From an optimization exercise on the open Yosys and OpenROAD flow, aimed at small area and a short achievable clock period; shortcuts taken in it are not production practice. The RTL was checked by simulation tests, not by an equivalence proof against the original design. No activity file was given, so power comes from the tool's default toggle rates.

==> design.v <==
module hpf (
    input  wire        clk,
    input  wire        rst,           
    input  wire        op_valid,
    output wire        op_ready,
    input  wire [3:0]  op_sel,
    input  wire [7:0]  op_cmd,        
    input  wire [7:0]  op_plen,       
    input  wire [8:0]  op_flen,       
    input  wire [15:0] op_alg,        
    input  wire        pl_valid,
    input  wire [7:0]  pl_data,
    output wire        pl_ready,
    output wire        tx_valid,
    output wire [7:0]  tx_data,
    input  wire        tx_ready,
    input  wire        rx_valid,
    input  wire        rx_timeout,
    input  wire [7:0]  rx_data,
    output wire        rx_ready,
    output reg         done,
    output wire        busy,
    output reg  [2:0]  session,
    output wire [15:0] mode,
    output reg         mode_valid,
    output reg  [2:0]  res_kind,
    output reg         fb_valid,
    output wire [8:0]  fb_len,
    output reg         info_valid,
    output wire [7:0]  info_n,
    output reg  [15:0] info_pkt,
    output reg  [15:0] info_id,
    output reg  [7:0]  det_count,
    output reg  [3:0]  err_cause,
    output reg  [8:0]  err_len,
    output reg         close_strobe,
    output reg         det_valid,
    output wire [7:0]  det_kind,
    output wire [15:0] det_ax,
    output wire [15:0] det_ay,
    output wire [15:0] det_bx,
    output wire [15:0] det_by
);
    localparam [3:0] OP_OPEN = 4'h1, OP_SEND = 4'h2, OP_READ_FRAME = 4'h3,
                     OP_READ_RESP = 4'h4, OP_KNOCK = 4'h5, OP_SET_MODE = 4'h6,
                     OP_POLL = 4'h7, OP_CLOSE = 4'h8;
    localparam [2:0] SS_UNINIT = 3'd0, SS_CONN = 3'd1, SS_MODESET = 3'd2,
                     SS_POLLING = 3'd3, SS_CLOSED = 3'd4;
    localparam [2:0] RK_NONE = 3'd0, RK_DONE = 3'd1, RK_FRAME = 3'd2,
                     RK_ACK = 3'd3, RK_SINGLE = 3'd4, RK_DET = 3'd5;
    localparam [3:0] E_NONE = 4'd0, E_TIMEOUT = 4'd1, E_BAD_PREFIX = 4'd2, E_BAD_CSUM = 4'd3,
                     E_ACK_MISMATCH = 4'd4, E_UNKNOWN_CMD = 4'd5,
                     E_UNEXPECTED_CMD = 4'd8, E_BAD_STATE = 4'd9, E_CONTRACT = 4'd10;
    localparam [7:0] C_REQUEST = 8'h20, C_INFO = 8'h29, C_BLOCK = 8'h2A,
                     C_ARROW = 8'h2B, C_KNOCK = 8'h2C, C_SET_ALG = 8'h2D,
                     C_OK = 8'h2E;
    reg        busy_r, ordy_r;
    reg        st_admit, st_tx, st_rx, st_chk, st_fin;
    reg        tx_valid_r, tx_new, pl_ready_r;
    reg        rx_ready_r, rq_v;
    reg        o_open, o_send, o_rdfr, o_rdrs, o_knock, o_setm, o_poll, o_close;
    reg        alg_big;             
    reg [2:0]  alg_q;
    reg [2:0]  ph;                  
    reg [7:0]  tx_data_r;
    reg [7:0]  sum;                 
    reg        rq_t;
    reg [7:0]  rq_d;                
    reg [8:0]  idx;                 
    reg [8:0]  len;
    reg        lastq;               
    reg        pfx_bad, len0;
    reg        c_ok, c_info, c_det, c_known, c_b0;
    reg        more;                
    reg        dlast;               
    reg [7:0]  sb [0:7];            
    reg [2:0]  mode_r;
    assign op_ready = ordy_r;
    assign busy     = busy_r;
    assign tx_valid = tx_valid_r;
    assign tx_data  = tx_data_r;
    assign pl_ready = pl_ready_r;
    assign rx_ready = rx_ready_r;
    assign mode     = {13'd0, mode_r};
    assign fb_len   = len;
    assign info_n   = info_pkt[7:0];
    assign det_kind = {7'b0010101, c_b0};
    assign det_ax   = {sb[1], sb[0]};
    assign det_ay   = {sb[3], sb[2]};
    assign det_bx   = {sb[5], sb[4]};
    assign det_by   = {sb[7], sb[6]};
    wire accept   = ordy_r && op_valid;
    wire o_resp   = o_rdrs || o_poll;
    wire o_ack    = o_knock || o_setm;
    wire o_txop   = o_send || o_knock || o_setm || o_poll;
    wire reserved = !(o_open || o_send || o_rdfr || o_rdrs || o_knock || o_setm ||
                      o_poll || o_close);
    wire s_uninit = (session == SS_UNINIT);
    wire s_act    = (session == SS_CONN) || (session == SS_MODESET) || (session == SS_POLLING);
    wire s_mp     = (session == SS_MODESET) || (session == SS_POLLING);
    wire state_ok = o_open ? s_uninit : o_poll ? s_mp : s_act;
    wire args_bad = (o_rdfr && ((len < 9'd6) || (len > 9'd261))) || (o_setm && alg_big);
    wire refuse   = reserved || !state_ok || args_bad;
    wire adm_ok   = st_admit && !refuse;
    wire tx_idle   = st_tx && !tx_valid_r && !pl_ready_r;
    wire tx_pay    = (ph == 3'd5) && (rq_d != 8'd0);
    wire tx_req_pl = tx_idle && tx_pay && o_send;
    wire tx_load   = tx_idle && (ph != 3'd6) && !(tx_pay && o_send);
    wire tx_end    = tx_idle && (ph == 3'd6);
    reg  [7:0] nb;
    always @* begin
        case (ph)
            3'd0:    nb = 8'h55;
            3'd1:    nb = 8'hAA;
            3'd2:    nb = 8'h11;
            3'd3:    nb = rq_d;
            3'd4:    nb = idx[7:0];
            default: nb = (rq_d == 8'd0) ? sum : (rq_d[1] ? {5'd0, alg_q} : 8'd0);
        endcase
    end
    wire rx_to   = st_rx && rq_v && rq_t;
    wire rx_done = st_rx && rq_v && !rq_t && lastq;
    reg  [7:0] pfx_byte;
    always @* begin
        case (idx[1:0])
            2'd0:    pfx_byte = 8'h55;
            2'd1:    pfx_byte = 8'hAA;
            default: pfx_byte = 8'h11;
        endcase
    end
    wire sum_ok   = (sum == {rq_d[6:0], 1'b0});
    wire frame_ok = !pfx_bad && sum_ok;
    wire ack_ok   = len0 && c_ok;
    wire chk_cont = frame_ok && o_resp && (more ? (c_det && !dlast) : (c_info && (sb[0] != 8'd0)));
    wire chk_err  = !frame_ok || (o_ack && !ack_ok) ||
                    (o_resp && (more ? !c_det : !c_known));
    reg  [2:0] chk_res;
    reg  [3:0] chk_cause;
    always @* begin
        chk_res   = RK_NONE;
        chk_cause = E_NONE;
        if (!frame_ok)
            chk_cause = pfx_bad ? E_BAD_PREFIX : E_BAD_CSUM;
        else if (o_rdfr)
            chk_res = RK_FRAME;
        else if (o_ack) begin
            if (ack_ok) chk_res = RK_DONE;
            else        chk_cause = E_ACK_MISMATCH;
        end else if (more) begin
            if (c_det)  chk_res = RK_DET;
            else        chk_cause = c_known ? E_UNEXPECTED_CMD : E_UNKNOWN_CMD;
        end else begin
            if (c_ok)         chk_res = RK_ACK;
            else if (c_info)  chk_res = RK_DET;
            else if (c_known) chk_res = RK_SINGLE;
            else              chk_cause = E_UNKNOWN_CMD;
        end
    end
    wire rd_resp  = (adm_ok && o_rdrs) || (tx_end && o_poll);
    wire rd_start = (adm_ok && (o_rdfr || o_rdrs)) || (tx_end && !o_send) ||
                    (st_chk && chk_cont);
    wire fin_ev   = (st_admit && (refuse || o_open || o_close)) || (tx_end && o_send) ||
                    rx_to || (st_chk && !chk_cont);
    wire det_ev   = st_chk && frame_ok && o_resp && more && c_det;
    wire info_ev  = st_chk && frame_ok && o_resp && !more && c_info;
    wire setm_ev  = st_chk && frame_ok && o_setm && ack_ok;
    wire err_ev   = (st_admit && refuse) || rx_to || (st_chk && chk_err);
    always @(posedge clk) begin
        if (rst) begin
            busy_r       <= 1'b0;
            ordy_r       <= 1'b1;
            st_admit     <= 1'b0;
            st_tx        <= 1'b0;
            st_rx        <= 1'b0;
            st_chk       <= 1'b0;
            st_fin       <= 1'b0;
            tx_valid_r   <= 1'b0;
            tx_new       <= 1'b0;
            pl_ready_r   <= 1'b0;
            rx_ready_r   <= 1'b0;
            rq_v         <= 1'b0;
            done         <= 1'b0;
            session      <= SS_UNINIT;
            mode_valid   <= 1'b0;
            res_kind     <= RK_NONE;
            fb_valid     <= 1'b0;
            info_valid   <= 1'b0;
            det_count    <= 8'd0;
            err_cause    <= E_NONE;
            err_len      <= 9'd0;
            close_strobe <= 1'b0;
            det_valid    <= 1'b0;
        end else begin
            busy_r     <= accept || (busy_r && !st_fin);
            ordy_r     <= (ordy_r && !op_valid) || st_fin;
            st_admit   <= accept;
            st_tx      <= (adm_ok && o_txop) || (st_tx && !tx_end);
            st_rx      <= rd_start || (st_rx && !(rq_v && (rq_t || lastq)));
            st_chk     <= rx_done;
            st_fin     <= fin_ev;
            done       <= st_fin;
            tx_valid_r <= (tx_valid_r && !tx_ready) || tx_load || (pl_ready_r && pl_valid);
            tx_new     <= tx_load || (pl_ready_r && pl_valid);
            pl_ready_r <= (pl_ready_r && !pl_valid) || tx_req_pl;
            rq_v       <= rx_ready_r && rx_valid;
            rx_ready_r <= (rx_ready_r && !rx_valid) || rd_start ||
                          (st_rx && rq_v && !rq_t && !lastq);
            close_strobe <= adm_ok && o_close;
            det_valid    <= det_ev;
            if (adm_ok && o_open)  session <= SS_CONN;
            if (adm_ok && o_close) session <= SS_CLOSED;
            if (adm_ok && o_poll)  session <= SS_POLLING;
            if (setm_ev) begin
                session    <= SS_MODESET;
                mode_valid <= 1'b1;
            end
            if (rd_resp)
                info_valid <= 1'b0;
            else if (info_ev)
                info_valid <= 1'b1;
            if (rd_resp || err_ev)
                det_count <= 8'd0;
            else if (det_ev)
                det_count <= det_count + 8'd1;
            if (rd_start || err_ev)
                fb_valid <= 1'b0;
            else if (st_chk && !chk_err && !chk_cont)
                fb_valid <= 1'b1;
            if (busy_r && !st_fin) begin
                res_kind  <= st_chk ? chk_res : ((st_admit && !refuse) || st_tx) ? RK_DONE : RK_NONE;
                err_cause <= st_admit ? (refuse ? ((reserved || state_ok) ? E_CONTRACT : E_BAD_STATE) : E_NONE) :
                             st_rx    ? E_TIMEOUT :
                             st_chk   ? chk_cause : E_NONE;
                err_len   <= (st_chk && chk_err) ? len : 9'd0;
            end
        end
    end
    always @(posedge clk) begin
        if (!busy_r) begin
            o_open   <= (op_sel == OP_OPEN);
            o_send   <= (op_sel == OP_SEND);
            o_rdfr   <= (op_sel == OP_READ_FRAME);
            o_rdrs   <= (op_sel == OP_READ_RESP);
            o_knock  <= (op_sel == OP_KNOCK);
            o_setm   <= (op_sel == OP_SET_MODE);
            o_poll   <= (op_sel == OP_POLL);
            o_close  <= (op_sel == OP_CLOSE);
            alg_big  <= (op_alg[15:3] != 13'd0) || (op_alg[2:0] == 3'd7);
            alg_q    <= op_alg[2:0];
            case (op_sel)
                OP_SEND:     idx <= {1'b0, op_cmd};
                OP_KNOCK:    idx <= {1'b0, C_KNOCK};
                OP_SET_MODE: idx <= {1'b0, C_SET_ALG};
                default:     idx <= {1'b0, C_REQUEST};
            endcase
        end
        if (st_admit)
            ph <= 3'd0;
        else if (tx_load)
            ph <= (ph == 3'd5) ? ((rq_d == 8'd0) ? 3'd6 : 3'd5) : ph + 3'd1;
        if (pl_ready_r)
            tx_data_r <= pl_data;
        else if (tx_load)
            tx_data_r <= nb;
        if ((!st_tx && !st_rx) || (st_tx && ph == 3'd6 && !tx_valid_r))
            sum <= 8'd0;
        else if (tx_new)
            sum <= sum + tx_data_r;
        else if (rq_v)
            sum <= sum + rq_d;
        if (accept && op_sel == OP_READ_FRAME)
            len <= op_flen;
        else if (st_admit && o_resp)
            len <= 9'd16;
        else if (st_admit && o_ack)
            len <= 9'd6;
        if (rd_resp)
            more <= 1'b0;
        else if (st_chk && chk_cont)
            more <= 1'b1;
        if (rx_ready_r && rx_valid)
            rq_d <= rx_data;
        else if (!busy_r)
            rq_d <= (op_sel == OP_SEND) ? op_plen : (op_sel == OP_SET_MODE) ? 8'd2 : 8'd0;
        else if (tx_idle && tx_pay)
            rq_d <= rq_d - 8'd1;
        rq_t  <= rx_timeout;
        lastq <= (idx + 9'd1 == len);
        dlast <= (det_count + 8'd1 == info_pkt[7:0]);
        if (!st_rx) begin
            pfx_bad <= 1'b0;
        end else if (rq_v) begin
            if (idx < 9'd3 && rq_d != pfx_byte)
                pfx_bad <= 1'b1;
        end
        if (!busy_r)
            ;    
        else if (st_rx) begin
            if (rq_v)
                idx <= idx + 9'd1;
        end else if (!((st_admit && o_txop) || (st_tx && ph != 3'd6)))
            idx <= 9'd0;
        if (rq_v) begin
            if (idx == 9'd3)
                len0 <= (rq_d == 8'd0);
            if (idx == 9'd4) begin
                c_ok    <= (rq_d == C_OK);
                c_info  <= (rq_d == C_INFO);
                c_det   <= (rq_d == C_BLOCK) || (rq_d == C_ARROW);
                c_known <= (rq_d == C_REQUEST) || (rq_d == C_INFO) || (rq_d == C_BLOCK) ||
                           (rq_d == C_ARROW) || (rq_d == C_KNOCK) || (rq_d == C_SET_ALG) ||
                           (rq_d == C_OK);
                c_b0    <= rq_d[0];
            end
            if (idx < 9'd13) begin
                sb[0] <= sb[1]; sb[1] <= sb[2]; sb[2] <= sb[3]; sb[3] <= sb[4];
                sb[4] <= sb[5]; sb[5] <= sb[6]; sb[6] <= sb[7]; sb[7] <= rq_d;
            end
        end
        if (setm_ev)
            mode_r <= alg_q;
        if (info_ev) begin
            info_pkt <= {sb[1], sb[0]};
            info_id  <= {sb[3], sb[2]};
        end
    end
endmodule
==> flow/run.sh <==
#!/bin/bash
# The standard layout, except that the buffers put on the ports are buf_1 cells
# (the standard flow picks clkdlybuf4s50_1, a delay cell almost three times larger).
set -euo pipefail
bash standard.sh "BUFFER_PORTS_ARGS=-buffer_cell sky130_fd_sc_hd__buf_1" finish > standard_flow.log 2>&1
==> standard.sh <==
#!/bin/bash
# synth_recipe.tcl (not shown) runs the flow's synth.tcl, then flattens the netlist and writes it again
# the make line also repeats each setting of config.mk as NAME=value (left out here)
make -C /OpenROAD-flow-scripts/flow DESIGN_CONFIG=/design/flow/config.mk WORK_HOME=/design/flow/orfs CLKGATE_MAP_FILE= SYNTH_SCRIPT=/design/flow/synth_recipe.tcl "${@:-finish}"
==> config.mk <==
export PLATFORM = sky130hd
export DESIGN_NAME = hpf
export DESIGN_NICKNAME = hpf
export VERILOG_FILES = /design/flow/design.v
export SDC_FILE = /design/flow/constraint.sdc
export NUM_CORES = 4
export LEC_CHECK = 0
export CAP_MARGIN = 20
export CORE_MARGIN = 2
export CORE_UTILIZATION = 40
export CTS_BUF_LIST = sky130_fd_sc_hd__clkbuf_8
export SETUP_SLACK_MARGIN = 3.6
export SLEW_MARGIN = 20
==> constraint.sdc <==
create_clock -name core_clock -period 6.0 [get_ports {clk}]
set_input_delay 1.2000 -clock core_clock [delete_from_list [all_inputs] [get_ports {clk}]]
set_output_delay 1.2000 -clock core_clock [all_outputs]
set_load 0.01 [all_outputs]
==> results.json, run 1 <==
{
  "n_fill_cell": 2200,
  "areaGrowthSynthToFinish_pct": 23.5,
  "clkTransAtPathRegs_ps": 60,
  "routed_via_density": 5.16,
  "p_int_mw": 2.36,
  "clkPwrFrac": 0.375,
  "synth-seq-cells": 212,
  "dr_total_vias": 7628,
  "syn_area_mm2": 0.00960,
  "critPathBufInv": 0,
  "crit_family": "compound AO/OA/AOI/OAI gates",
  "switchingPower_uw": 846,
  "status": "complete, no violations",
  "path_max_fanout": 5,
  "slew_headroom": 0.296,
  "dieHeight_um": 159,
  "dieArea_mm2": 0.0253,
  "finalNonFillerCells": 1478,
  "drtPass1Iterations": 5,
  "drc": 0,
  "layout_commonest_cell": "buf_1",
  "num_antenna_cells": 0,
  "final_nets": 1221,
  "grt-ovfl-total": 0,
  "numCtsBuffers": 37,
  "synthTopCellsByArea": "edfxtp_1, dfxtp_1, xnor2_1",
  "worst_ep_required_time_ps": 6440,
  "grt_antenna_before_repair": 0,
  "htree_levels": 2,
  "tightest_slew_ps": 1050,
  "cts_root_buffer": "clkbuf_8",
  "crit_path_cell_trace": "mux2_2 -> ha_1 -> nand3_1 -> o211ai_1 -> o41ai_2 -> xnor2_1 -> or3_1 -> a21oi_1",
  "cts_tree": "yes",
  "tns_ps": 0,
  "register_area_mm2": 0.00568,
  "cap_violations": 0,
  "io_pins": 251,
  "cts.sinks": 212,
  "grt_usage": 0.201,
  "fin_util": 0.504,
  "synth_warnings": 2,
  "clock_latency_ps": 530,
  "drtIter0Drc": 615,
  "worst_slack_ps": 3570,
  "seq_area_frac_synth": 0.590,
  "final_cell_mix": "buf_1, edfxtp_1, nor2_1",
  "gp_congestion": 0.848,
  "grt_pass1_wl_um": 40100,
  "chipWidth_um": 159,
  "wire_per_inst_um": 17.9,
  "start_kind": "register",
  "finalCritPeriodShare": 0.405,
  "worst_hold_slack_ps": 439,
  "grt_pass1_vias": 7131,
  "initial_utilization": 0.408,
  "cp_slowest_cell": "edfxtp_1",
  "grt_max_degree": 65,
  "yosys.area.top_type_share": 0.444,
  "critPathMaxStageDelay_ps": 490,
  "power.leakage_nw": 4.18,
  "numPortBuffers": 230,
  "synthArstFlopShare": 0,
  "synth-main-ff-cell": "edfxtp_1",
  "multi_input_area_mm2": 0.00372,
  "combPwrFrac": 0.116,
  "rows": 56,
  "fmax_mhz": 411,
  "worst_ir_drop_vdd_mv": 0.127,
  "core_mm2": 0.0235,
  "power.density_mw_per_mm2": 270,
  "syn_inst": 854,
  "endpoint_kind": "register",
  "drive_gt1_frac": 0.138,
  "synth_top_cell_by_area": "edfxtp_1",
  "routed_wl_um": 26400,
  "cts_buffer_depth": 3,
  "arrival_ps": 2870,
  "synthDistinctLibCells": 72,
  "dpl_worst_slack_ps": 3020,
  "dp_hpwl_um": 18800,
  "hold_viol": 0,
  "hold_path.class": "reg2reg",
  "synth_area_per_cell_um2": 11.2,
  "p_seq_frac": 0.509,
  "path_class": "reg2reg",
  "layout_min_cycle_time_ps": 2430,
  "synth_edf_count": 142,
  "antenna_left": 0,
  "p_sw_frac": 0.264,
  "rsz0062_at_grt": "true",
  "dp.cells": 1360,
  "maxSlewViolCount": 0,
  "fin_skew_ps": 21.5,
  "setup_violations": 0
}
-- per-layer routing --
layer  up-vias  part of all wire  global-route usage
met3        48             0.081              0.0513
met1      3595              0.43               0.267
li1       3631                 -                   -
met2       354              0.46               0.328
met4         0             0.024              0.0574
met5         -                 0                   0
-- worst reg2reg max path: stages, from the launching register on --
cell and delay [ps]:
edfxtp_1 490, mux2_2 310, ha_1 340, nand3_1 100, o211ai_1 150, o41ai_2 410, xnor2_1 120, or3_1 310
a21oi_1 140
-- repair_timing --
action                     CTS  global route
hold buffers                 0             0
pin swaps                    6             5
buffers inserted            30            20
gates resized for setup     20            21
setup endpoints to repair  105            81
-- Yosys cell counts (9+ instances only) --
master	instances
a21oi_1	56
a22oi_1	16
a31oi_1	10
and2_1	11
and3_1	9
buf_4	29
clkbuf_1	33
dfxtp_1	70
edfxtp_1	142
ha_1	21
inv_1	29
nand2_1	59
nand2b_1	9
nand3_1	21
nor2_1	72
nor2b_1	12
nor3_1	32
nor4_1	13
o21ai_0	34
xnor2_1	33
xor2_1	19
-- flip-flops by register name (all words and copies together), names as in the netlist, 4 cells and up --
signal and cells:
sb 64, info_id 16, info_pkt 16, err_len 9, idx 9, len 9
det_count 8, rq_d 8, sum 8, tx_data_r 8, err_cause 4
-- path summary, 6_finish.rpt --
kind	from	endpoint	slack (ps)	cells after the start
min	sb[6][7]$_DFFE_PP_	sb[5][7]$_DFFE_PP_	440	0
max reg2reg	rq_d[4]$_DFFE_PP_	sum[7]$_SDFFE_PP0P_	3570	8
max	rq_d[4]$_DFFE_PP_	sum[7]$_SDFFE_PP0P_	3570	8
min reg2reg	sb[6][7]$_DFFE_PP_	sb[5][7]$_DFFE_PP_	440	0
-- power by group through the flow --
stage                     Sequential (mW)  Combinational, mW  Clock (mW)
after detailed placement             1.69              0.277           0
after global placement               1.69              0.275           0
after global routing                 1.64              0.403        1.30
final                                1.63              0.371        1.20
after CTS                            1.63              0.334        1.24
after floorplan                      1.64              0.236           0
-- cells by family after synthesis --
logic type                 count (synthesis)  share of synthesized area
other                                      2                   0.000782
AOI/OAI and AO/OA                        171                      0.114
muxes                                     11                     0.0122
and+or+nand+nor                          289                      0.156
adders and majority gates                 22                     0.0294
xor gates and xnor gates                  52                     0.0474
DFF                                      212                      0.590
buffers and inverters                     95                     0.0495
-- through the flow --
stage	power (mW)	area [um^2]
floorplan	1.88	9760
global placement	1.96	10700
detailed placement	1.96	10700
CTS	3.21	11600
global route	3.34	11900
finish	3.21	11900
-- area by class of cell --
type	count	area share
clock inverters	30	0.0131
well taps	319	0.0336
flip-flops and latches	212	0.479
inverters	30	0.00949
multi-input cells	565	0.313
repair buffers	285	0.109
clock buffers	37	0.0429
==> inputs of run 2 (changes only) <==
--- a/design.v
+++ b/design.v
@@ -236,7 +236,7 @@
         end
     end
     always @(posedge clk) begin
-        if (!busy_r) begin
+        if (ordy_r) begin
             o_open   <= (op_sel == OP_OPEN);
             o_send   <= (op_sel == OP_SEND);
             o_rdfr   <= (op_sel == OP_READ_FRAME);
@@ -280,7 +280,7 @@
             more <= 1'b1;
         if (rx_ready_r && rx_valid)
             rq_d <= rx_data;
-        else if (!busy_r)
+        else if (ordy_r)
             rq_d <= (op_sel == OP_SEND) ? op_plen : (op_sel == OP_SET_MODE) ? 8'd2 : 8'd0;
         else if (tx_idle && tx_pay)
             rq_d <= rq_d - 8'd1;
@@ -293,7 +293,7 @@
             if (idx < 9'd3 && rq_d != pfx_byte)
                 pfx_bad <= 1'b1;
         end
-        if (!busy_r)
+        if (ordy_r)
             ;    
         else if (st_rx) begin
             if (rq_v)
==> flow/run.sh (replaced) <==
#!/bin/bash
# The standard layout, except: the buffers put on the ports are buf_1 cells (the standard flow
# picks clkdlybuf4s50_1, a delay cell almost three times larger), and the clock tree is built
# from larger sink clusters.
set -euo pipefail
bash standard.sh "BUFFER_PORTS_ARGS=-buffer_cell sky130_fd_sc_hd__buf_1" \
  "CTS_ARGS=-sink_clustering_enable -repair_clock_nets -sink_clustering_size 30 -sink_clustering_max_diameter 60 -sink_clustering_levels 1" \
  finish > standard_flow.log 2>&1
--- a/config.mk
+++ b/config.mk
@@ -8,6 +8,5 @@
 export CAP_MARGIN = 20
 export CORE_MARGIN = 2
 export CORE_UTILIZATION = 40
-export CTS_BUF_LIST = sky130_fd_sc_hd__clkbuf_8
-export SETUP_SLACK_MARGIN = 3.6
+export SETUP_SLACK_MARGIN = 3.5
 export SLEW_MARGIN = 20
==> run 2 against run 1 <==
Still clean. Final cell count fell by 4.5%. Routed wire length fell by 3.3%. Clock power rose by 17%. Hold slack got worse by 12 ps. Critical endpoint unchanged. Largest power group unchanged.
==> results.json, run 2 <==
{
  "synth_top_family_by_area": "simple AND/OR/NAND/NOR gates",
  "synthSimpleGateAreaFrac": 0.155,
  "areaGrowthSynthToFinish_pct": 20.4,
  "syn_area_mm2": 0.00956,
  "largest_reg_flops": 64,
  "path_depth": 8,
  "largest_register": "sb",
  "synthDistinctLibCells": 66,
  "arrival_ps": 2880,
  "status": "complete, no violations",
  "dp.cells": 1361,
  "synthMuxAreaShare": 0.0166,
  "layout_commonest_cell": "buf_1",
  "fin_util": 0.490,
  "register_area_mm2": 0.00567,
  "synth_area_per_cell_um2": 11.1,
  "critPathMaxStageDelay_ps": 580,
  "grt_usage": 0.198,
  "maxSlewViolCount": 0,
  "htree_levels": 1,
  "synth-seq-cells": 212,
  "dpl_worst_slack_ps": 2940,
  "power.leakage_nw": 3.91,
  "synthArstFlopShare": 0,
  "combPwrFrac": 0.087,
  "slew_headroom": 0.278,
  "drive_gt1_frac": 0.0824,
  "worst_ep_required_time_ps": 6430,
  "seq_area_frac_synth": 0.593,
  "start_kind": "register",
  "grt_pass1_vias": 6765,
  "switchingPower_uw": 900,
  "antenna_left": 0,
  "hold_path.class": "reg2reg",
  "hold_buffers": 0,
  "chipWidth_um": 159,
  "grt_pass1_wl_um": 38500,
  "tns_ps": 0,
  "synth_most_common_cell": "edfxtp_1",
  "synth_edf_count": 142,
  "crit_family": "flip-flops",
  "finalNonFillerCells": 1411,
  "setup_violations": 0,
  "path_class": "reg2reg",
  "path_max_fanout": 11,
  "r2r_setup_slack_ps": 3550,
  "clock_latency_ps": 520,
  "p_int_mw": 2.43,
  "grt-ovfl-total": 0,
  "layout_min_cycle_time_ps": 2450,
  "clkTransAtPathRegs_ps": 100,
  "clkPwrFrac": 0.421,
  "cp_slowest_cell": "edfxtp_1",
  "num_antenna_cells": 0,
  "n_fill_cell": 2181,
  "worst_hold_slack_ps": 427,
  "worst_slack_ps": 3550,
  "synth_top_cell_by_area": "edfxtp_1",
  "dieHeight_um": 159,
  "final_nets": 1168,
  "drtPass1Iterations": 6,
  "rsz0062_at_grt": "true",
  "multi_input_area_mm2": 0.00356,
  "syn_inst": 858,
  "grt_max_degree": 39,
  "critPathBufInv": 0,
  "finalCritPeriodShare": 0.409,
  "routed_via_density": 5.22,
  "crit_path_start": "rq_d[4]$_DFFE_PP_",
  "yosys.area.top_type_share": 0.446,
  "placed_area_mm2": 0.0106,
  "numCtsBuffers": 20,
  "rows": 56,
  "cts_tree": "yes",
  "synth-main-ff-cell": "edfxtp_1",
  "dr_total_vias": 7369,
  "routed_wl_um": 25500,
  "fmax_mhz": 408,
  "numPortBuffers": 230,
  "grt_antenna_before_repair": 0,
  "synth_warnings": 2,
  "hold_viol": 0,
  "drtIter0Drc": 794,
  "dieArea_mm2": 0.0252,
  "cts_buffer_depth": 3,
  "initial_utilization": 0.407,
  "crit_path_cell_trace": "mux2_2 -> ha_1 -> nand3_1 -> o211ai_1 -> o41ai_2 -> xnor2_1 -> or3_1 -> a21oi_1",
  "synth_compound_area_frac": 0.111,
  "cts_root_buffer": "clkbuf_16",
  "p_sw_frac": 0.270,
  "synth_xor_area_frac": 0.0431,
  "synth_commonest_cells": "edfxtp_1, nor2_1, dfxtp_1",
  "reg2regPathDepth": 8,
  "p_seq_frac": 0.492,
  "wire_per_inst_um": 18.1,
  "core_mm2": 0.0235,
  "synthTopCellsByArea": "edfxtp_1, dfxtp_1, nor2_1",
  "cts.sinks": 212,
  "gp_congestion": 0.907,
  "top_regs": "sb: 64 flops, info_id: 16 flops, info_pkt: 16 flops",
  "fin_skew_ps": 21.3,
  "regToRegEndpoint": "sum[7]$_SDFFE_PP0P_",
  "worst_ir_drop_vdd_mv": 0.185,
  "final_area_mm2": 0.0115,
  "dp_hpwl_um": 18700,
  "drc": 0,
  "tightest_slew_ps": 1080,
  "endpoint_kind": "register",
  "final_cell_mix": "buf_1, edfxtp_1, nor2_1",
  "io_pins": 251,
  "crit_end": "sum[7]$_SDFFE_PP0P_",
  "power_mw": 3.33,
  "cap_violations": 0,
  "synth_fa_ha_area_frac": 0.0296,
  "crit-reg2reg-launch": "rq_d[4]$_DFFE_PP_",
  "power.density_mw_per_mm2": 289
}
-- run 2: kinds of logic (layout without fill, tap and decap cells) --
| group | Yosys count | count (layout) |
|---|---|---|
| fa+ha+maj | 22 | 22 |
| mux | 15 | 15 |
| xor+xnor | 47 | 47 |
| simple gates | 296 | 296 |
| other cells | 2 | 20 |
| buf+inv | 98 | 313 |
| compound gates | 166 | 167 |
| flops | 212 | 212 |
-- run 2: worst min-delay path by stage --
stage                                  start                 end  slack, ps  cells past startpoint
after global routing      sb[4][4]$_DFFE_PP_  sb[3][4]$_DFFE_PP_        430                      0
after global placement    sb[6][0]$_DFFE_PP_  sb[5][0]$_DFFE_PP_        430                      0
after floorplan            rq_d[4]$_DFFE_PP_  sb[7][4]$_DFFE_PP_        420                      0
after CTS                 sb[5][7]$_DFFE_PP_  sb[4][7]$_DFFE_PP_        420                      0
final                     sb[5][7]$_DFFE_PP_  sb[4][7]$_DFFE_PP_        430                      0
after detailed placement  sb[6][0]$_DFFE_PP_  sb[5][0]$_DFFE_PP_        430                      0
-- run 2: timing repair --
action | in CTS | in global routing
setup buffers | 12 | 1
gates cloned | 1 | 0
endpoints found under the setup margin | 103 | 58
pin swaps | 1 | 0
resized for setup | 8 | 12
-- run 2: cell type report --
| class | count | share of cell area |
|---|---|---|
| clock buffer | 22 | 0.0478 |
| clock inverter | 14 | 0.0174 |
| inverter | 30 | 0.00978 |
| multi-input combinational | 567 | 0.310 |
| sequential | 212 | 0.493 |
| tap | 319 | 0.0347 |
| timing repair buffer | 247 | 0.0877 |
-- run 2: power by group through the flow --
stage               clock (mW)  sequential [mW]  combinational (mW)
detailed placement           0             1.68               0.252
global placement             0             1.68               0.252
finish                    1.40             1.64               0.290
global route              1.49             1.64               0.322
CTS                       1.44             1.64               0.280
floorplan                    0             1.64               0.212
-- run 2: metal layers --
layer  track usage  vias to the layer above  wire, um
met5       0.00207                        -         0
met4        0.0541                        0       564
met3        0.0370                       42      1860
met2         0.317                      325     11800
met1         0.278                     3466     11300
li1              -                     3536         -
==> inputs of run 3 (changes only) <==
==> flow/run.sh (replaced) <==
#!/bin/bash
# The standard layout with two changes to how it is built:
#  - the buffers put on the ports are buf_1 cells (the standard flow picks clkdlybuf4s50_1,
#    a delay cell almost three times larger);
#  - clock tree synthesis adds no dummy loads to its nets.
set -euo pipefail
bash standard.sh "BUFFER_PORTS_ARGS=-buffer_cell sky130_fd_sc_hd__buf_1" \
  "CTS_ARGS=-sink_clustering_enable -repair_clock_nets -dont_use_dummy_load" \
  finish > standard_flow.log 2>&1
--- a/config.mk
+++ b/config.mk
@@ -7,6 +7,6 @@
 export LEC_CHECK = 0
 export CAP_MARGIN = 20
 export CORE_MARGIN = 2
-export CORE_UTILIZATION = 40
+export CORE_UTILIZATION = 50
 export SETUP_SLACK_MARGIN = 3.5
 export SLEW_MARGIN = 20
==> run 3 against run 2 <==
Synthesized cell count did not move. First-iteration DRC count fell by 37%. Synthesized area did not move. Via count fell by 0.16%. Cell area fell by 1.2%. Utilization rose by 12 points. Die area fell by 20%. Clock skew fell by 3.2 ps. Setup slack improved by 14 ps. Non-clock buffer count rose by 19. Sequential cell count did not move. Largest power group unchanged.
==> results.json, run 3 <==
{
  "status": "complete, no violations",
  "grt_usage": 0.232,
  "grt_max_degree": 65,
  "cap_violations": 0,
  "synth_area_per_cell_um2": 11.1,
  "synthDistinctLibCells": 66,
  "synth_most_common_cell": "edfxtp_1",
  "numCtsBuffers": 22,
  "tns_ps": 0,
  "dp.cells": 1278,
  "synthArstFlopShare": 0,
  "dr_total_vias": 7357,
  "worst_slack_ps": 3560,
  "initial_utilization": 0.511,
  "layout_min_cycle_time_ps": 2440,
  "hold_end": "sb[4][7]$_DFFE_PP_",
  "largest_reg_flops": 64,
  "critPathMaxStageDelay_ps": 350,
  "areaGrowthSynthToFinish_pct": 19.0,
  "largest_register": "sb",
  "clkPwrFrac": 0.367,
  "synth_top_cell_by_area": "edfxtp_1",
  "cts_tree": "yes",
  "min_path_cells": 0,
  "fmax_mhz": 410,
  "maxSlewViolCount": 0,
  "routed_via_density": 5.53,
  "cts_buffer_depth": 3,
  "clkTransAtPathRegs_ps": 60,
  "min_from": "sb[5][7]$_DFFE_PP_",
  "numPortBuffers": 230,
  "crit_family": "buffers and inverters",
  "dieHeight_um": 142,
  "worst_ep_required_time_ps": 4800,
  "r2r_setup_slack_ps": 3560,
  "routed_wl_um": 24100,
  "critPathBufInv": 2,
  "antenna_left": 0,
  "p_seq_frac": 0.531,
  "p_sw_frac": 0.233,
  "gp_congestion": 0.878,
  "multi_input_area_mm2": 0.00358,
  "synth_warnings": 2,
  "top_regs": "sb: 64 flops, info_id: 16 flops, info_pkt: 16 flops",
  "cts_root_buffer": "clkbuf_16",
  "final_nets": 1188,
  "start_kind": "register",
  "grt-ovfl-total": 0,
  "synth-main-ff-cell": "edfxtp_1",
  "rows": 50,
  "syn_area_mm2": 0.00956,
  "finalCritPeriodShare": 0.407,
  "reg2regPathDepth": 9,
  "power.density_mw_per_mm2": 271,
  "dieArea_mm2": 0.0202,
  "cts.sinks": 212,
  "seq_area_frac_synth": 0.593,
  "endpoint_kind": "output port",
  "wire_per_inst_um": 18.2,
  "switchingPower_uw": 717,
  "drtIter0Drc": 502,
  "rsz0062_at_grt": "true",
  "num_antenna_cells": 0,
  "synth-seq-cells": 212,
  "crit-reg2reg-launch": "rq_d[3]$_DFFE_PP_",
  "dpl_worst_slack_ps": 2990,
  "crit_path_cell_trace": "buf_8 -> buf_1",
  "grt_pass1_wl_um": 36900,
  "hold_buffers": 0,
  "worst_ir_drop_vdd_mv": 0.259,
  "grt_pass1_vias": 6874,
  "regToRegEndpoint": "sum[7]$_SDFFE_PP0P_",
  "n_fill_cell": 1623,
  "synth_commonest_cells": "edfxtp_1, nor2_1, dfxtp_1",
  "tightest_slew_ps": 913,
  "fin_skew_ps": 18.0,
  "io_pins": 251,
  "layout_commonest_cell": "buf_1",
  "path_max_fanout": 28,
  "p_int_mw": 2.36,
  "register_area_mm2": 0.00567,
  "hold_viol": 0,
  "final_cell_mix": "buf_1, edfxtp_1, nor2_1",
  "grt_antenna_before_repair": 0,
  "syn_inst": 858,
  "power.leakage_nw": 3.90,
  "dp_hpwl_um": 17500,
  "clock_latency_ps": 500,
  "finalNonFillerCells": 1330,
  "drc": 0,
  "core_mm2": 0.0187,
  "drive_gt1_frac": 0.0885,
  "yosys.area.top_type_share": 0.446,
  "synthTopCellsByArea": "edfxtp_1, dfxtp_1, nor2_1",
  "htree_levels": 1,
  "slew_headroom": 0.389,
  "drtPass1Iterations": 5,
  "chipWidth_um": 142,
  "synth_edf_count": 142,
  "path_class": "reg2out",
  "arrival_ps": 1240,
  "final_area_mm2": 0.0114,
  "hold_path.class": "reg2reg",
  "cp_slowest_cell": "dfxtp_1",
  "setup_violations": 0,
  "placed_area_mm2": 0.0105,
  "combPwrFrac": 0.101
}
run 3: worst max path at each step:
stage	startpoint	to	cells after the start
2_1_floorplan	rq_d[3]$_DFFE_PP_	info_id[0]$_DFFE_PP_	6
3_5_place_dp	rq_d[2]$_DFFE_PP_	mode_r[2]$_DFFE_PP_	4
5_1_grt	rq_d[3]$_DFFE_PP_	sum[7]$_SDFFE_PP0P_	9
3_3_place_gp	rq_d[2]$_DFFE_PP_	mode_r[2]$_DFFE_PP_	4
4_1_cts	rq_d[3]$_DFFE_PP_	det_count[6]$_SDFFE_PP0P_	8
6_report	ordy_r$_SDFF_PP1_	op_ready	2
run 3: power by group through the flow:
| stage | combinational (mW) | clock (mW) | sequential (mW) |
|---|---|---|---|
| floorplan | 0.212 | 0 | 1.64 |
| global placement | 0.251 | 0 | 1.68 |
| detailed placement | 0.251 | 0 | 1.68 |
| CTS | 0.273 | 1.16 | 1.64 |
| global route | 0.346 | 1.22 | 1.64 |
| finish | 0.312 | 1.13 | 1.63 |
run 3: timing repair:
item / 4_1_cts / 5_1_grt
endpoints found under the hold margin: 0 / 0
resized for setup: 8 / 17
buffers inserted: 11 / 19
endpoints found under the setup margin: 69 / 74
pin swaps: 1 / 8
run 3: logic make-up after synthesis:
family                     Yosys count  share of synthesized area
and+or+nand+nor                    296                      0.155
other                                2                   0.000786
xor gates and xnor gates            47                     0.0431
AOI/OAI and AO/OA                  166                      0.111
muxes                               15                     0.0166
adders and majority gates           22                     0.0296
DFF                                212                      0.593
buffers and inverters               98                     0.0517
run 3: per-stage QoR:
stage          total power [mW]  hold slack, ps   util
6_report                   3.08             436  0.608
4_1_cts                    3.07             435  0.596
3_5_place_dp               1.93             431  0.560
3_3_place_gp               1.93             426  0.560
5_1_grt                    3.20             445  0.608
2_1_floorplan              1.85             424      -
run 3: per-layer routing:
metal / wire length [um] / share of wire / up-vias / global-route usage
met2: 11600 / 0.48 / 300 / 0.394
met3: 1590 / 0.066 / 38 / 0.0343
met5: 0 / 0 / - / 0
met1: 10600 / 0.44 / 3479 / 0.318
met4: 407 / 0.017 / 0 / 0.0516
li1: - / - / 3540 / -
run 3: layout make-up:
cell class / instances / share of cell area
clock buffers: 22 / 0.0484
inverters: 30 / 0.00990
multi-input cells: 566 / 0.315
flip-flops and latches: 212 / 0.499
well taps: 234 / 0.0257
repair buffers: 266 / 0.103
==> inputs of run 4 (changes only) <==
--- a/config.mk
+++ b/config.mk
@@ -7,6 +7,7 @@
 export LEC_CHECK = 0
 export CAP_MARGIN = 20
 export CORE_MARGIN = 2
-export CORE_UTILIZATION = 50
+export CORE_UTILIZATION = 40
+export GPL_TIMING_DRIVEN = 0
 export SETUP_SLACK_MARGIN = 3.5
 export SLEW_MARGIN = 20
==> run 4 against run 3 <==
Hold slack improved by 3.2 ps. Sequential cell count unchanged. Utilization decreased by 10 points. Die area up 24%. Count of clock-buffer cells in the layout increased by 1. First-iteration DRC count rose by 30%. Cell area rose by 4.7%. Register-to-register slack worse by 40 ps. Total power up 2.1%. Setup slack got worse by 41 ps. Combinational power is 11% higher. Critical path type is now reg2reg. Critical endpoint is now info_pkt[13]$_DFFE_PP_. Highest routed layer unchanged.
==> results.json, run 4 <==
{
  "initial_utilization": 0.407,
  "busiest_layer": "met2",
  "routed_via_density": 5.05,
  "io_pins": 251,
  "p_seq_frac": 0.514,
  "synth_most_common_cell": "edfxtp_1",
  "regToRegEndpoint": "info_pkt[13]$_DFFE_PP_",
  "worst_ep_required_time_ps": 6210,
  "maxSlewViolCount": 0,
  "rsz0062_at_grt": "true",
  "layout_commonest_cell": "buf_1",
  "numPortBuffers": 228,
  "power.density_mw_per_mm2": 264,
  "critPathMaxStageDelay_ps": 430,
  "final_area_mm2": 0.0119,
  "use_met3": 0.0370,
  "arrival_ps": 2690,
  "synth_commonest_cells": "edfxtp_1, nor2_1, dfxtp_1",
  "syn_inst": 858,
  "synthArstFlopShare": 0,
  "crit_family": "simple AND/OR/NAND/NOR gates",
  "seq_area_frac_synth": 0.593,
  "layout_min_cycle_time_ps": 2480,
  "min_from": "sb[7][7]$_DFFE_PP_",
  "synth_top_cell_by_area": "edfxtp_1",
  "fin_skew_ps": 14.8,
  "cap_violations": 0,
  "dp_hpwl_um": 19200,
  "worst_ir_drop_vdd_mv": 0.185,
  "finalCritPeriodShare": 0.413,
  "tightest_slew_ps": 970,
  "clkTransAtPathRegs_ps": 60,
  "power.leakage_nw": 4.12,
  "synth_area_per_cell_um2": 11.1,
  "hold_viol": 0,
  "hold_buffers": 0,
  "dieHeight_um": 159,
  "synth-main-ff-cell": "edfxtp_1",
  "grt_pass1_wl_um": 38500,
  "power_mw": 3.14,
  "clkPwrFrac": 0.376,
  "routed_wl_um": 25600,
  "final_nets": 1246,
  "cts_root_buffer": "clkbuf_16",
  "path_class": "reg2reg",
  "crit_path_cell_trace": "buf_4 -> xor2_1 -> nor4_1 -> nand4_1 -> buf_8 -> nor4b_4 -> buf_6 -> buf_12",
  "largest_register": "sb",
  "reg2regPathDepth": 8,
  "rows": 56,
  "drive_gt1_frac": 0.113,
  "grt_antenna_before_repair": 0,
  "grt_usage": 0.198,
  "dpl_worst_slack_ps": 2720,
  "gp_congestion": 0.912,
  "critPathBufInv": 4,
  "clock_latency_ps": 500,
  "cts_tree": "yes",
  "placed_area_mm2": 0.0110,
  "drc": 0,
  "hold_end": "sb[6][7]$_DFFE_PP_",
  "synthTopCellsByArea": "edfxtp_1, dfxtp_1, nor2_1",
  "synth_edf_count": 142,
  "cp_slowest_cell": "edfxtp_1",
  "start_kind": "register",
  "core_mm2": 0.0235,
  "dieArea_mm2": 0.0252,
  "crit-reg2reg-launch": "rq_d[2]$_DFFE_PP_",
  "grt_pass1_vias": 6888,
  "synth_warnings": 2,
  "switchingPower_uw": 749,
  "grt_max_degree": 24,
  "antenna_left": 0,
  "worst_slack_ps": 3520,
  "final_cell_mix": "buf_1, edfxtp_1, nor2_1",
  "synth-seq-cells": 212,
  "p_sw_frac": 0.238,
  "dr_total_vias": 7435,
  "chipWidth_um": 159,
  "largest_reg_flops": 64,
  "drtIter0Drc": 651,
  "gr-usage-met2": 0.318,
  "htree_levels": 1,
  "yosys.area.top_type_share": 0.446,
  "wire_per_inst_um": 17.4,
  "path_max_fanout": 11,
  "grt-ovfl-total": 0,
  "fmax_mhz": 403,
  "slew_headroom": 0.347,
  "num_antenna_cells": 0,
  "min_path_cells": 0,
  "synthDistinctLibCells": 66,
  "areaGrowthSynthToFinish_pct": 24.5,
  "endpoint_kind": "register",
  "hold_path.class": "reg2reg",
  "cts.sinks": 212,
  "top_regs": "sb: 64 flops, info_id: 16 flops, info_pkt: 16 flops",
  "tns_ps": 0,
  "numCtsBuffers": 23,
  "drtPass1Iterations": 5,
  "gr-usage-met1": 0.273,
  "combPwrFrac": 0.110,
  "status": "complete, no violations",
  "p_int_mw": 2.39,
  "r2r_setup_slack_ps": 3520,
  "fin_util": 0.507,
  "cts_buffer_depth": 3,
  "setup_violations": 0,
  "syn_area_mm2": 0.00956
}
-- run 4: stage by stage --
step | std cells | hold WS [ps]
2_1_floorplan | 876 | 424
3_3_place_gp | 1423 | 429
3_5_place_dp | 1429 | 433
4_1_cts | 1463 | 442
5_1_grt | 1473 | 454
6_report | 1473 | 439
-- run 4: repair_timing --
action / CTS / global route
gates cloned: 0 / 0
pin swaps: 2 / 9
resized for setup: 17 / 30
buffers inserted: 11 / 10
endpoints found under the setup margin: 73 / 82
-- run 4: cell type report --
cell class / count / area, um^2
Buffer: 68 / 425
Sequential cell: 212 / 5670
Timing Repair Buffer: 255 / 1140
Tap cell: 319 / 399
Multi-Input combinational cell: 566 / 3580
Inverter: 30 / 115
Fill cell: 2176 / 11600
Clock buffer: 23 / 576
-- run 4: how the worst max path moves through the flow --
| stage | endpoint | depth (start not counted) | start |
|---|---|---|---|
| 2_1_floorplan | info_id[0]$_DFFE_PP_ | 6 | rq_d[3]$_DFFE_PP_ |
| 3_3_place_gp | info_id[12]$_DFFE_PP_ | 6 | rq_d[4]$_DFFE_PP_ |
| 3_5_place_dp | info_id[13]$_DFFE_PP_ | 8 | rq_d[4]$_DFFE_PP_ |
| 4_1_cts | sum[7]$_SDFFE_PP0P_ | 9 | rq_d[4]$_DFFE_PP_ |
| 5_1_grt | sum[7]$_SDFFE_PP0P_ | 9 | rq_d[2]$_DFFE_PP_ |
| 6_report | info_pkt[13]$_DFFE_PP_ | 8 | rq_d[2]$_DFFE_PP_ |
-- run 4: power groups by stage --
| stage | logic, mW | registers [mW] | clock network (mW) |
|---|---|---|---|
| after floorplan | 0.212 | 1.64 | 0 |
| after global placement | 0.299 | 1.65 | 0 |
| after detailed placement | 0.303 | 1.65 | 0 |
| after CTS | 0.327 | 1.61 | 1.21 |
| after global routing | 0.381 | 1.62 | 1.26 |
| final | 0.346 | 1.61 | 1.18 |
-- run 4: routing by layer --
layer,up-vias,routed length [um]
li1,3674,-
met3,38,1940
met4,0,590
met1,3423,11300
met5,-,0
met2,300,11800
-- run 4: kinds of logic after synthesis --
family,synth area share
buffers and inverters,0.0517
flip-flops,0.593
XOR/XNOR,0.0431
other,0.000786
AND/OR/NAND/NOR,0.155
adder cells (fa/ha/maj),0.0296
AO/OA/AOI/OAI,0.111
multiplexers,0.0166
-- run 4: worst reg2reg max path, cell delays in order (launching register included) --
cell	delay [ps]
edfxtp_1	430
buf_4	180
xor2_1	160
nor4_1	300
nand4_1	230
buf_8	200
nor4b_4	350
buf_6	190
buf_12	140
==> inputs of run 5 (changes only) <==
--- a/config.mk
+++ b/config.mk
@@ -8,6 +8,5 @@
 export CAP_MARGIN = 20
 export CORE_MARGIN = 2
 export CORE_UTILIZATION = 40
-export GPL_TIMING_DRIVEN = 0
 export SETUP_SLACK_MARGIN = 3.5
 export SLEW_MARGIN = 20
==> run 5 against run 4 <==
Critical path type is now reg2out. First-iteration DRC count grew 16%. Sequential cell count did not move. Cell area down 4.6%. Critical endpoint is now op_ready. Sequential share of layout area up 2.3 points. Hold slack got worse by 25 ps. Routed wire length up 0.47%.
==> results.json, run 5 <==
{
  "status": "complete, no violations",
  "synth_fa_ha_area_frac": 0.0296,
  "critPathMaxStageDelay_ps": 430,
  "synth_warnings": 2,
  "antenna_left": 0,
  "grt_antenna_before_repair": 0,
  "core_mm2": 0.0235,
  "maxSlewViolCount": 0,
  "hold_viol": 0,
  "grt_pass1_vias": 6760,
  "synth-seq-cells": 212,
  "wl_met3_um": 2110,
  "met2_length_um": 12000,
  "n_fill_cell": 2197,
  "synth_xor_area_frac": 0.0431,
  "largest_reg_flops": 64,
  "wire_per_inst_um": 18.4,
  "rsz0062_at_grt": "true",
  "crit_family": "flip-flops",
  "wl_met1_um": 11000,
  "grt_usage": 0.199,
  "gp_congestion": 0.907,
  "dp_hpwl_um": 18700,
  "drive_gt1_frac": 0.0747,
  "largest_register": "sb",
  "synth_edf_count": 142,
  "dieHeight_um": 159,
  "final_cell_mix": "buf_1, edfxtp_1, nor2_1",
  "grt_pass1_wl_um": 38400,
  "path_max_fanout": 22,
  "routed_via_density": 5.29,
  "dieArea_mm2": 0.0252,
  "crit-reg2reg-launch": "o_poll$_DFFE_PP_",
  "synthDistinctLibCells": 66,
  "arrival_ps": 1250,
  "routed_wl_um": 25800,
  "path_class": "reg2out",
  "synthSimpleGateAreaFrac": 0.155,
  "synth_top_family_by_area": "simple AND/OR/NAND/NOR gates",
  "cap_violations": 0,
  "finalCritPeriodShare": 0.408,
  "synth_commonest_cells": "edfxtp_1, nor2_1, dfxtp_1",
  "setup_violations": 0,
  "top_layer_used": "met4",
  "cp_slowest_cell": "dfxtp_2",
  "slew_headroom": 0.297,
  "io_pins": 251,
  "synthTopCellsByArea": "edfxtp_1, dfxtp_1, nor2_1",
  "hold_path.class": "reg2reg",
  "yosys.area.top_type_share": 0.446,
  "power.leakage_nw": 3.85,
  "cts.sinks": 212,
  "crit_path_cell_trace": "buf_12 -> buf_2",
  "cts_buffer_depth": 3,
  "synth_compound_area_frac": 0.111,
  "critPathBufInv": 2,
  "drtPass1Iterations": 6,
  "synth_most_common_cell": "edfxtp_1",
  "synth_area_per_cell_um2": 11.1,
  "worst_ep_required_time_ps": 4800,
  "cts_tree": "yes",
  "worst_ir_drop_vdd_mv": 0.172,
  "crit_path_start": "ordy_r$_SDFF_PP1_",
  "synth_top_cell_by_area": "edfxtp_1",
  "grt_max_degree": 39,
  "syn_inst": 858,
  "tns_ps": 0,
  "layout_min_cycle_time_ps": 2450,
  "power.density_mw_per_mm2": 274,
  "drc": 0,
  "final_nets": 1176,
  "min_from": "sb[5][7]$_DFFE_PP_",
  "numCtsBuffers": 23,
  "endpoint_kind": "output port",
  "synthArstFlopShare": 0,
  "dr_total_vias": 7416,
  "synthMuxAreaShare": 0.0166,
  "clkTransAtPathRegs_ps": 60,
  "power_mw": 3.11,
  "numPortBuffers": 230,
  "chipWidth_um": 159,
  "num_antenna_cells": 0,
  "clock_latency_ps": 520,
  "cts_root_buffer": "clkbuf_16",
  "tightest_slew_ps": 1050,
  "synth-main-ff-cell": "edfxtp_1",
  "rows": 56,
  "top_regs": "sb: 64 flops, info_id: 16 flops, info_pkt: 16 flops",
  "grt-ovfl-total": 0,
  "syn_area_mm2": 0.00956,
  "htree_levels": 1,
  "seq_area_frac_synth": 0.593,
  "fin_skew_ps": 40.3,
  "start_kind": "register",
  "initial_utilization": 0.407,
  "areaGrowthSynthToFinish_pct": 18.8,
  "layout_commonest_cell": "buf_1",
  "fmax_mhz": 409,
  "drtIter0Drc": 752
}
run 5: cell types whose count changed in the layout (fill, tap and decap cells not counted), sizes merged:
cell and delta:
a31oi +1, buf -43, clkbuf -28
run 5: area by class of cell:
type,count,area (um^2),share of cell area
inverter,30,113,0.00991
tap,319,399,0.0351
clock buffer,23,576,0.0507
multi-input combinational,567,3550,0.313
timing repair buffer,252,1040,0.0920
sequential,212,5670,0.500
run 5: final timing paths:
kind,end,slack [ps],cells past startpoint
worst max-delay path,op_ready,3550,2
worst min-delay path,sb[4][7]$_DFFE_PP_,410,0
worst max register to register,idx[7]$_DFF_P_,3600,4
worst min register to register,sb[4][7]$_DFFE_PP_,410,0
run 5: logic make-up after synthesis:
kind of cell / after synthesis
mux: 15
simple gates: 296
fa+ha+maj: 22
other cells: 2
xor+xnor: 47
flops: 212
compound gates: 166
buf+inv: 98
run 5: routing by layer:
layer,up-vias,track usage
li1,3531,-
met1,3499,0.276
met2,343,0.319
met3,43,0.0384
met4,0,0.0549
met5,-,0
run 5: through the flow:
| step | util | std cells | hold slack (ps) | instance area, um^2 | worst slack (ps) |
|---|---|---|---|---|---|
| after floorplan | - | 876 | 424 | 9670 | 3120 |
| after global placement | 0.450 | 1361 | 428 | 10600 | 2980 |
| after detailed placement | 0.450 | 1361 | 430 | 10600 | 2940 |
| after CTS | 0.479 | 1393 | 408 | 11200 | 3520 |
| after global routing | 0.484 | 1403 | 427 | 11400 | 3410 |
| final | 0.484 | 1403 | 414 | 11400 | 3550 |
run 5: repair_timing:
item,in CTS,in global routing
setup buffers,8,10
endpoints found under the setup margin,97,75
gates resized for setup,7,12
pin swaps,1,0
hold buffers,0,0
cloned,1,0
run 5: report_power, final:
group / switching, mW / internal (mW)
Sequential: 0.0546 / 1.58
Combinational: 0.179 / 0.121
Clock: 0.506 / 0.669
Total: 0.740 / 2.37
==> inputs of run 6 (changes only) <==
--- a/config.mk
+++ b/config.mk
@@ -7,6 +7,6 @@
 export LEC_CHECK = 0
 export CAP_MARGIN = 20
 export CORE_MARGIN = 2
-export CORE_UTILIZATION = 40
+export CORE_UTILIZATION = 30
 export SETUP_SLACK_MARGIN = 3.5
 export SLEW_MARGIN = 20
==> run 6 against run 5 <==
Still clean on timing, DRC and antenna. Die area increased by 32%. Sequential cell count unchanged. Combinational power decreased by 5%. Clock skew decreased by 11 ps. Largest cell class unchanged. Highest routed layer unchanged. Utilization decreased by 12 points.
==> results.json, run 6 <==
{
  "routed_wl_um": 26800,
  "dieArea_mm2": 0.0333,
  "grt_antenna_before_repair": 0,
  "rsz0062_at_grt": "true",
  "htree_levels": 1,
  "min_from": "sb[5][1]$_DFFE_PP_",
  "top_regs": "sb: 64 flops, info_id: 16 flops, info_pkt: 16 flops",
  "clkPwrFrac": 0.395,
  "dp_hpwl_um": 19700,
  "crit_path_cell_trace": "buf_8 -> buf_1",
  "clock_latency_ps": 520,
  "path_max_fanout": 28,
  "synth-seq-cells": 212,
  "cp_slowest_cell": "dfxtp_1",
  "largest_reg_flops": 64,
  "register_area_mm2": 0.00567,
  "worst_hold_slack_ps": 443,
  "cts_tree": "yes",
  "synth_edf_count": 142,
  "switchingPower_uw": 758,
  "start_kind": "register",
  "largest_register": "sb",
  "setup_violations": 0,
  "tightest_slew_ps": 955,
  "gp_congestion": 0.878,
  "synthTopCellsByArea": "edfxtp_1, dfxtp_1, nor2_1",
  "cts_buffer_depth": 3,
  "p_int_mw": 2.42,
  "routed_via_density": 5.02,
  "p_sw_frac": 0.238,
  "hold_path.class": "reg2reg",
  "n_fill_cell": 3138,
  "antenna_left": 0,
  "slew_headroom": 0.358,
  "drive_gt1_frac": 0.0714,
  "worst_slack_ps": 3560,
  "worst_ep_required_time_ps": 4800,
  "layout_commonest_cell": "buf_1",
  "critPathMaxStageDelay_ps": 340,
  "power.leakage_nw": 3.83,
  "cts_root_buffer": "clkbuf_16",
  "numPortBuffers": 230,
  "numCtsBuffers": 25,
  "wire_per_inst_um": 18.1,
  "layout_min_cycle_time_ps": 2440,
  "rows": 65,
  "synth_most_common_cell": "edfxtp_1",
  "dpl_worst_slack_ps": 3000,
  "finalCritPeriodShare": 0.407,
  "drc": 0,
  "drtPass1Iterations": 7,
  "path_class": "reg2out",
  "grt_pass1_wl_um": 39900,
  "crit_path_start": "ordy_r$_SDFF_PP1_",
  "grt_pass1_vias": 6925,
  "p_seq_frac": 0.515,
  "syn_area_mm2": 0.00956,
  "grt_max_degree": 65,
  "synth_area_per_cell_um2": 11.1,
  "synth_top_cell_by_area": "edfxtp_1",
  "synth-main-ff-cell": "edfxtp_1",
  "status": "complete, no violations",
  "synthArstFlopShare": 0,
  "grt-ovfl-total": 0,
  "arrival_ps": 1240,
  "fin_skew_ps": 29.7,
  "hold_viol": 0,
  "final_nets": 1171,
  "fin_util": 0.364,
  "syn_inst": 858,
  "clkTransAtPathRegs_ps": 50,
  "drtIter0Drc": 678,
  "maxSlewViolCount": 0,
  "core_mm2": 0.0315,
  "synth_commonest_cells": "edfxtp_1, nor2_1, dfxtp_1",
  "r2r_setup_slack_ps": 3580,
  "io_pins": 251,
  "combPwrFrac": 0.090,
  "synthDistinctLibCells": 66,
  "synth_warnings": 2,
  "endpoint_kind": "output port",
  "crit-reg2reg-launch": "rq_d[3]$_DFFE_PP_",
  "tns_ps": 0,
  "fmax_mhz": 409,
  "worst_ir_drop_vdd_mv": 0.211,
  "grt_usage": 0.153,
  "chipWidth_um": 183,
  "cts.sinks": 212,
  "initial_utilization": 0.304,
  "yosys.area.top_type_share": 0.446,
  "final_cell_mix": "buf_1, edfxtp_1, nor2_1",
  "multi_input_area_mm2": 0.00355,
  "cap_violations": 0,
  "dr_total_vias": 7444,
  "dieHeight_um": 183,
  "seq_area_frac_synth": 0.593,
  "areaGrowthSynthToFinish_pct": 19.9,
  "power.density_mw_per_mm2": 278
}
[run 6: cell counts after synthesis]
Identical to the previous run, type by type.
[run 6: repair_timing]
action / in CTS / in global routing
resized for setup: 8 / 11
setup endpoints to repair: 70 / 36
pin swaps: 1 / 1
buffers inserted: 5 / 6
hold buffers: 0 / 0
[run 6: power by group through the flow]
stage	Clock (mW)	Sequential, mW	Combinational (mW)
final	1.26	1.64	0.286
after global routing	1.36	1.64	0.314
after CTS	1.29	1.64	0.269
after detailed placement	0	1.68	0.255
after global placement	0	1.67	0.251
after floorplan	0	1.64	0.212
[run 6: kinds of logic (layout without fill, tap and decap cells)]
family	Yosys count	in the layout	share of synthesized area
compound gates	166	166	0.111
xor+xnor	47	47	0.0431
fa+ha+maj	22	22	0.0296
buf+inv	98	301	0.0517
flops	212	212	0.593
mux	15	15	0.0166
other cells	2	22	0.000786
simple gates	296	296	0.155
[run 6: area by class of cell]
type,count,share of cell area
flip-flops and latches,212,0.494
multi-input cells,566,0.310
repair buffers,246,0.0869
clock buffers,25,0.0546
well taps,402,0.0439
inverters,30,0.00982
diodes,2,0.000436
[run 6: worst max-delay path: cells and delay by family (launching register included)]
kind / cells / cell delay, ps
buffers and inverters: 2 / 400
DFF: 1 / 340
[run 6: metal layers]
metal	GRT usage	vias to the layer above	routed length (um)
li1	-	3514	-
met1	0.206	3549	11700
met2	0.256	340	12600
met3	0.0239	41	1970
met4	0.0406	0	496
met5	0	-	0
[run 6: path summary, 6_finish.rpt]
check	end	cells past startpoint
setup / recovery	op_ready	2
hold reg to reg	sb[4][1]$_DFFE_PP_	0
hold / removal	sb[4][1]$_DFFE_PP_	0
setup reg to reg	sum[7]$_SDFFE_PP0P_	8
[run 6: per-stage QoR]
step | total power [mW] | instances | instance area [um^2]
6_report | 3.18 | 1483 | 11500
5_1_grt | 3.32 | 1481 | 11500
4_1_cts | 3.20 | 1475 | 11400
3_5_place_dp | 1.93 | 1445 | 10700
3_3_place_gp | 1.92 | 1445 | 10700
2_1_floorplan | 1.85 | 876 | 9670
==> inputs of run 7 (changes only) <==
--- a/config.mk
+++ b/config.mk
@@ -7,6 +7,6 @@
 export LEC_CHECK = 0
 export CAP_MARGIN = 20
 export CORE_MARGIN = 2
-export CORE_UTILIZATION = 30
+export CORE_UTILIZATION = 35
 export SETUP_SLACK_MARGIN = 3.5
 export SLEW_MARGIN = 20
==> run 7 against run 6 <==
First-iteration DRC count grew 4.1%. Utilization grew 6.0 points. Combinational power grew 2%. Count of clock-buffer cells in the layout shrank 1. Fmax grew 0.55%. Synthesized cell count is the same. Sequential power is essentially flat. Global-route usage grew 2.0 points. Largest cell class unchanged. Total power shrank 1.1%. Critical path type unchanged.
==> results.json, run 7 <==
{
  "fin_skew_ps": 40.0,
  "routed_via_density": 5.19,
  "grt_pass1_wl_um": 39000,
  "finalNonFillerCells": 1426,
  "dieArea_mm2": 0.0287,
  "met2_length_um": 12300,
  "cap_violations": 0,
  "hold_buffers": 0,
  "synth_warnings": 2,
  "maxSlewViolCount": 0,
  "cts_root_buffer": "clkbuf_16",
  "dp_hpwl_um": 19100,
  "min_from": "sb[5][3]$_DFFE_PP_",
  "endpoint_kind": "output port",
  "hold_viol": 0,
  "dieHeight_um": 169,
  "grt_usage": 0.173,
  "tightest_slew_ps": 942,
  "numPortBuffers": 230,
  "wl_met3_um": 1900,
  "arrival_ps": 1230,
  "grt-ovfl-total": 0,
  "synth_top_cell_by_area": "edfxtp_1",
  "hold_end": "sb[4][3]$_DFFE_PP_",
  "grt_max_degree": 65,
  "crit_path_cell_trace": "buf_12 -> buf_1",
  "core_mm2": 0.0269,
  "power.leakage_nw": 3.86,
  "cts.sinks": 212,
  "rows": 60,
  "drive_gt1_frac": 0.0756,
  "dp.cells": 1385,
  "reg2regPathDepth": 6,
  "antenna_left": 0,
  "wire_per_inst_um": 18.0,
  "combPwrFrac": 0.093,
  "synth-seq-cells": 212,
  "hold_path.class": "reg2reg",
  "syn_area_mm2": 0.00956,
  "p_seq_frac": 0.520,
  "clkTransAtPathRegs_ps": 50,
  "synth_area_per_cell_um2": 11.1,
  "drtPass1Iterations": 5,
  "largest_register": "sb",
  "initial_utilization": 0.356,
  "switchingPower_uw": 746,
  "critPathMaxStageDelay_ps": 370,
  "rsz0062_at_grt": "false",
  "path_class": "reg2out",
  "cp_slowest_cell": "dfxtp_2",
  "power_mw": 3.15,
  "regToRegEndpoint": "mode_r[2]$_DFFE_PP_",
  "synth_edf_count": 142,
  "htree_levels": 1,
  "chipWidth_um": 169,
  "wl_met1_um": 11000,
  "min_path_cells": 0,
  "cts_tree": "yes",
  "r2r_setup_slack_ps": 3630,
  "synth_most_common_cell": "edfxtp_1",
  "areaGrowthSynthToFinish_pct": 19.3,
  "synthDistinctLibCells": 66,
  "tns_ps": 0,
  "top_regs": "sb: 64 flops, info_id: 16 flops, info_pkt: 16 flops",
  "synth_commonest_cells": "edfxtp_1, nor2_1, dfxtp_1",
  "finalCritPeriodShare": 0.405,
  "drc": 0,
  "crit-reg2reg-launch": "rq_d[3]$_DFFE_PP_",
  "path_max_fanout": 25,
  "yosys.area.top_type_share": 0.446,
  "grt_pass1_vias": 6850,
  "layout_min_cycle_time_ps": 2430,
  "dr_total_vias": 7401,
  "seq_area_frac_synth": 0.593,
  "layout_commonest_cell": "buf_1",
  "synthArstFlopShare": 0,
  "synthTopCellsByArea": "edfxtp_1, dfxtp_1, nor2_1",
  "synth-main-ff-cell": "edfxtp_1",
  "clkPwrFrac": 0.387,
  "start_kind": "register",
  "p_int_mw": 2.40,
  "p_sw_frac": 0.237,
  "cts_buffer_depth": 3,
  "num_antenna_cells": 0,
  "final_nets": 1177,
  "final_cell_mix": "buf_1, edfxtp_1, nor2_1",
  "power.density_mw_per_mm2": 276,
  "status": "complete, no violations",
  "gp_congestion": 0.859,
  "worst_hold_slack_ps": 444,
  "numCtsBuffers": 24,
  "grt_antenna_before_repair": 0,
  "syn_inst": 858,
  "largest_reg_flops": 64,
  "slew_headroom": 0.370,
  "fmax_mhz": 411,
  "routed_wl_um": 25700,
  "io_pins": 251,
  "worst_ep_required_time_ps": 4800,
  "top_layer_used": "met4",
  "drtIter0Drc": 706,
  "setup_violations": 0,
  "clock_latency_ps": 520,
  "worst_ir_drop_vdd_mv": 0.187
}
==> run 7: critical path: cells and delay by family, from the launching register on <==
family / cells / cell delay, ps
buf+inv: 2 / 360
flops: 1 / 370
==> run 7: stage by stage <==
step,setup WS (ps),utilization,instance area [um^2]
after floorplan,3120,-,9670
after global placement,3050,0.395,10600
after detailed placement,2990,0.395,10600
after CTS,3520,0.420,11300
after global routing,3500,0.424,11400
final,3570,0.424,11400
==> run 7: final cells by class <==
type,instances,area [um^2]
Fill cell,2563,15500
Sequential cell,212,5670
Multi-Input combinational cell,566,3540
Timing Repair Buffer,253,1050
Clock buffer,24,601
Tap cell,341,427
Inverter,30,113
==> run 7: what timing repair did <==
item,in CTS,in global routing
setup buffers,5,12
setup endpoints to repair,70,51
pin swaps,1,1
resized for setup,12,5
==> run 7: kinds of logic after synthesis <==
family | share of synthesized area
compound gates | 0.111
xor+xnor | 0.0431
fa+ha+maj | 0.0296
buf+inv | 0.0517
flops | 0.593
mux | 0.0166
other cells | 0.000786
simple gates | 0.155
==> run 7: how the worst max path moves through the flow <==
stage / start / endpoint / slack [ps] / depth (start not counted)
CTS: rq_d[2]$_DFFE_PP_ / sum[7]$_SDFFE_PP0P_ / 3520 / 8
detailed placement: rq_d[2]$_DFFE_PP_ / mode_r[2]$_DFFE_PP_ / 2990 / 4
global route: rq_d[0]$_DFFE_PP_ / sum[6]$_SDFFE_PP0P_ / 3500 / 11
finish: ordy_r$_SDFF_PP1_ / op_ready / 3570 / 2
global placement: rq_d[2]$_DFFE_PP_ / mode_r[2]$_DFFE_PP_ / 3050 / 4
floorplan: rq_d[3]$_DFFE_PP_ / info_id[0]$_DFFE_PP_ / 3120 / 6
==> run 7: power groups by stage <==
stage	Sequential, mW	Combinational, mW	Clock, mW
after floorplan	1.64	0.212	0
after global placement	1.67	0.249	0
after detailed placement	1.68	0.254	0
after CTS	1.64	0.267	1.25
after global routing	1.64	0.327	1.31
final	1.64	0.293	1.22
==> run 7: routing by layer <==
layer / GRT usage / up-vias
li1: - / 3521
met1: 0.236 / 3534
met2: 0.286 / 306
met3: 0.0317 / 40
met4: 0.0450 / 0
met5: 0 / -

[what the ideal ports hide]
The results above use ideal ports. As a check the final layouts listed here were re-extracted and re-timed, cells and wires unchanged. Step 1: set_driving_cell puts a clkbuf_16 on clk and a buf_2 on each other input, an assumption about the parent block. Step 2 times the ports against the registers' clock, not the clock port: input delays grow and output delays shrink by t, the midpoint of the rising clock arrivals with the driver on. a / b / c = no drivers / after step 1 / after step 2; a / b = the first two.
run | t, ns | setup WS [ns] | hold slack, ns | worst setup path after step 2
run 1 | 0.557 | 3.569 / 3.544 / 3.194 | 0.439 / 0.439 / 0.439 | input to register
run 2 | 0.554 | 3.546 / 3.517 / 3.203 | 0.427 / 0.427 / 0.427 | input to register
run 3 | 0.534 | 3.560 / 3.513 / 3.138 | 0.436 / 0.436 / 0.436 | input to register
run 4 | 0.542 | 3.519 / 3.519 / 3.215 | 0.439 / 0.439 / 0.439 | input to register
run 5 | 0.543 | 3.554 / 3.509 / 3.225 | 0.414 / 0.414 / 0.414 | input to register
run 6 | 0.551 | 3.556 / 3.511 / 3.112 | 0.443 / 0.443 / 0.443 | input to register
run 7 | 0.542 | 3.570 / 3.525 / 3.153 | 0.444 / 0.444 / 0.444 | input to register
After both steps every run listed still meets setup and hold. For run 6, which loses most, drivers alone change the setup slack by -0.045 ns; drivers and shift together by -0.444 ns.
